This design comes from an exercise in tuning for a short achievable clock period and few clock cycles on the open sky130 flow, not from production work.

## before
==> flow/design.v <==
module csc16 (
    input  wire        clk,
    input  wire        rst,
    input  wire        cmd_valid,
    output wire        cmd_ready,
    input  wire [39:0] cmd_word,
    output wire        rsp_valid,
    output wire [2:0]  rsp_status,
    output wire [31:0] rsp_res,
    output reg         str_valid,
    output reg  [7:0]  str_data,
    output wire        tx_valid,
    output wire [7:0]  tx_data,
    input  wire        tx_ok,
    input  wire        tx_fail,
    output wire        rx_req,
    input  wire        rx_valid,
    input  wire [7:0]  rx_data,
    input  wire        rx_timeout,
    input  wire        rx_err
);
    localparam [2:0] ST_OK       = 3'd0;
    localparam [2:0] ST_SHORT    = 3'd1;
    localparam [2:0] ST_MISMATCH = 3'd2;
    localparam [2:0] ST_TRANSP   = 3'd3;
    localparam [2:0] ST_ILLEGAL  = 3'd4;
    function [15:0] crc_step;
        input [15:0] s;
        input [7:0]  b;
        integer i;
        reg [15:0] t;
        begin
            t = s ^ {b, 8'h00};
            for (i = 0; i < 8; i = i + 1)
                if (t[15]) t = (t << 1) ^ 16'h1021;
                else       t = t << 1;
            crc_step = t;
        end
    endfunction
    reg [15:0] crc;
    reg        ir;       
    reg        rr;       
    reg        txm;      
    reg        rxm;      
    reg        last;     
    reg        tl;       
    reg        dl;       
    reg        feed;     
    reg        decm;     
    reg        strm;     
    reg        ckm;      
    reg        s8;       
    reg        s16;      
    reg        hm;       
    reg        clrp;     
    reg        updp;     
    reg [2:0]  st;
    reg [31:0] R;        
    reg [31:0] sh;       
    reg [5:0]  cnt;      
    wire tdone = tl & tx_ok;
    wire ddone = dl & rx_valid;
    assign rsp_valid  = rr | tdone | ddone;
    assign cmd_ready  = ir | tdone | ddone;
    assign rsp_status = st;
    assign rsp_res    = {R[31:8] | {24{s8 & rx_data[7]}}, rxm ? rx_data : R[7:0]};
    assign tx_valid   = txm;
    assign rx_req     = rxm;
    assign tx_data    = sh[31:24];
    wire       take  = cmd_valid & cmd_ready;
    wire [7:0] op    = cmd_word[39:32];
    wire [31:0] imm  = cmd_word[31:0];
    wire [15:0] crc_a  = crc_step(crc, 8'h00);
    wire [15:0] crc_rx = crc_a ^ crc_step(16'h0000, rx_data);
    wire [15:0] crc_tx = crc_a ^ crc_step(16'h0000, sh[31:24]);
    wire        fd_rx  = rxm & feed & rx_valid;
    wire        fd_tx  = (txm & feed & tx_ok) | updp;
    wire [15:0] crc_nx = clrp ? 16'h0000 : fd_rx ? crc_rx : fd_tx ? crc_tx : crc;
    wire [31:0] sh_ld = op[5]           ? {crc_nx, 16'd0}    :
                        (op[4] & op[1]) ? imm                :
                        (op[4] & op[0]) ? {imm[15:0], 16'd0} :
                                          {imm[7:0], 24'd0};
    always @(posedge clk) begin
        if (rst)
            crc <= 16'h0000;
        else
            crc <= crc_nx;
    end
    always @(posedge clk) begin
        str_valid <= 1'b0;
        str_data  <= rx_data;
        rr   <= 1'b0;
        clrp <= 1'b0;
        updp <= 1'b0;
        if (rst) begin
            ir  <= 1'b1;
            txm <= 1'b0;
            rxm <= 1'b0;
            tl  <= 1'b0;
            dl  <= 1'b0;
            s8  <= 1'b0;
        end else begin
            if (txm) begin
                if (tx_fail) begin
                    txm <= 1'b0;
                    tl  <= 1'b0;
                    ir  <= 1'b1;
                    rr  <= 1'b1;
                    st  <= ST_TRANSP;
                    R   <= 32'd0;
                end else if (tx_ok) begin
                    sh   <= {sh[23:0], 8'd0};
                    cnt  <= cnt - 6'd1;
                    last <= (cnt == 6'd2);
                    tl   <= (cnt == 6'd2);
                    if (last) begin
                        txm <= 1'b0;
                        ir  <= 1'b1;
                    end
                end
            end
            if (rxm) begin
                if (rx_timeout | rx_err) begin
                    rxm <= 1'b0;
                    dl  <= 1'b0;
                    s8  <= 1'b0;
                    ir  <= 1'b1;
                    rr  <= 1'b1;
                    st  <= rx_timeout ? ST_SHORT : ST_TRANSP;
                    R   <= 32'd0;
                end else if (rx_valid) begin
                    if (strm) begin
                        cnt <= cnt + 6'd1;
                        if (rx_data == 8'h00) begin
                            rxm <= 1'b0;
                            ir  <= 1'b1;
                            rr  <= 1'b1;
                            R   <= {26'd0, cnt};
                        end else begin
                            str_valid <= 1'b1;
                            if (cnt == 6'd47) begin
                                rxm <= 1'b0;
                                ir  <= 1'b1;
                                rr  <= 1'b1;
                                R   <= {26'd0, cnt + 6'd1};
                            end
                        end
                    end else if (ckm) begin
                        last <= 1'b1;
                        if (!last) begin
                            hm       <= (rx_data == crc[15:8]);
                            R[15:8]  <= rx_data;
                        end else begin
                            rxm <= 1'b0;
                            ir  <= 1'b1;
                            rr  <= 1'b1;
                            if (hm && rx_data == crc[7:0]) begin
                                R <= {16'd0, R[15:8], rx_data};
                            end else begin
                                R  <= 32'd0;
                                st <= ST_MISMATCH;
                            end
                        end
                    end else begin
                        cnt  <= cnt - 6'd1;
                        last <= (cnt == 6'd2);
                        dl   <= (cnt == 6'd2);
                        R    <= {s16 ? {16{rx_data[7]}} : R[23:8], rx_data, 8'd0};
                        if (last) begin
                            rxm <= 1'b0;
                            dl  <= 1'b0;
                            s8  <= 1'b0;
                            ir  <= 1'b1;
                        end
                    end
                end
            end
            if (take) begin
                st   <= ST_OK;
                R    <= 32'd0;
                txm  <= 1'b0;
                rxm  <= 1'b0;
                tl   <= 1'b0;
                dl   <= 1'b0;
                s8   <= 1'b0;
                s16  <= 1'b0;
                decm <= 1'b0;
                strm <= 1'b0;
                ckm  <= 1'b0;
                feed <= 1'b0;
                last <= 1'b0;
                ir   <= 1'b1;
                cnt  <= 6'd0;
                sh   <= sh_ld;
                case (op)
                    8'h00: begin
                        clrp <= 1'b1;
                        rr   <= 1'b1;
                    end
                    8'h01: begin
                        updp <= 1'b1;
                        rr   <= 1'b1;
                    end
                    8'h02: begin
                        R    <= {16'd0, crc_nx};
                        rr   <= 1'b1;
                    end
                    8'h10, 8'h11, 8'h12, 8'h14, 8'h15, 8'h16: begin
                        txm  <= 1'b1;
                        ir   <= 1'b0;
                        feed <= 1'b1;
                        case (op[1:0])
                            2'd0: begin
                                cnt  <= 6'd1;
                                last <= 1'b1;
                                tl   <= 1'b1;
                            end
                            2'd1: begin
                                cnt <= 6'd2;
                            end
                            default: begin
                                cnt <= 6'd4;
                            end
                        endcase
                    end
                    8'h30: begin
                        txm <= 1'b1;
                        ir  <= 1'b0;
                        cnt <= 6'd2;
                    end
                    8'h20, 8'h21, 8'h22, 8'h24, 8'h25, 8'h26: begin
                        rxm  <= 1'b1;
                        ir   <= 1'b0;
                        feed <= 1'b1;
                        decm <= 1'b1;
                        case (op[1:0])
                            2'd0: begin
                                cnt  <= 6'd1;
                                last <= 1'b1;
                                dl   <= 1'b1;
                                s8   <= op[2];
                            end
                            2'd1: begin
                                cnt <= 6'd2;
                                s16 <= op[2];
                            end
                            default: cnt <= 6'd4;
                        endcase
                    end
                    8'h28: begin
                        rxm  <= 1'b1;
                        ir   <= 1'b0;
                        feed <= 1'b1;
                        strm <= 1'b1;
                    end
                    8'h31: begin
                        rxm <= 1'b1;
                        ir  <= 1'b0;
                        ckm <= 1'b1;
                        cnt <= 6'd2;
                    end
                    default: begin
                        st <= ST_ILLEGAL;
                        rr <= 1'b1;
                    end
                endcase
            end
        end
    end
endmodule
==> flow/config.mk <==
export PLATFORM = sky130hd
export DESIGN_NAME = csc16
export DESIGN_NICKNAME = csc16
export VERILOG_FILES = /design/flow/design.v
export SDC_FILE = /design/flow/constraint.sdc
export NUM_CORES = 4
export LEC_CHECK = 0
export ABC_CLOCK_PERIOD_IN_PS = 1500
export CAP_MARGIN = 20
export CORE_MARGIN = 2
export CORE_UTILIZATION = 40
export SETUP_SLACK_MARGIN = 5.0
export SLEW_MARGIN = 20
export TNS_END_PERCENT = 100
==> flow/constraint.sdc <==
create_clock -name core_clock -period 4.0 [get_ports {clk}]
set_input_delay 0.8000 -clock core_clock [delete_from_list [all_inputs] [get_ports {clk}]]
set_output_delay 0.8000 -clock core_clock [all_outputs]
set_load 0.01 [all_outputs]
run.sh (not shown) runs the stock make flow with config.mk's settings and CLKGATE_MAP_FILE= SYNTH_SCRIPT=/design/flow/synth_recipe.tcl, a recipe that flattens the netlist after the stock synthesis.
before | stages: all done | timing, DRC, antenna: all pass
The following lists how after was set up differently from before:
- SETUP_SLACK_MARGIN now 2.2, was 5.0
--- outcome ---
- after went all the way through synthesis, placement and routing and the layout is clean on timing, DRC and antenna.
- Post-CTS setup repair buffer count: after < before
- Diff before -> after | global-route usage | decrease of 1.8 points
- Compared with before, after shows a lower core utilization.
- Met3 routing resource usage after global routing: after lower than before
- Compare before and after | depth of the worst hold-timing path lower: before
Function was not checked in any run of this note: the RTL went through the layout flow alone.

[port drivers added, routing unchanged]
Ports are ideal in the flow. The routed layouts listed here were re-timed in OpenROAD. Step 1, drivers: a clkbuf_16 drives clk and a buf_2 each remaining input, both assumed. Step 2 adds t to the input delays and takes it off the output delays; t is the mean of the earliest and latest rising clock arrival at the registers after step 1. Input paths then give back, and output paths get back, about the clock's delay inside the block. a / b / c = no drivers / after step 1 / after step 2; a / b = the first two.
| run | t, ns | setup WS [ns] | clock arrival spread, ns | worst register clock-pin slew, ns |
|---|---|---|---|---|
| before | 0.476 | 1.611 / 1.571 / 1.137 | 0.014 / 0.014 | 0.07 / 0.07 |
| after | 0.464 | 1.558 / 1.563 / 1.099 | 0.011 / 0.010 | 0.06 / 0.06 |
After both steps every run listed still meets setup and hold. The setup slack of before, which loses most, moves by -0.040 ns with the drivers and by -0.474 ns with both steps.
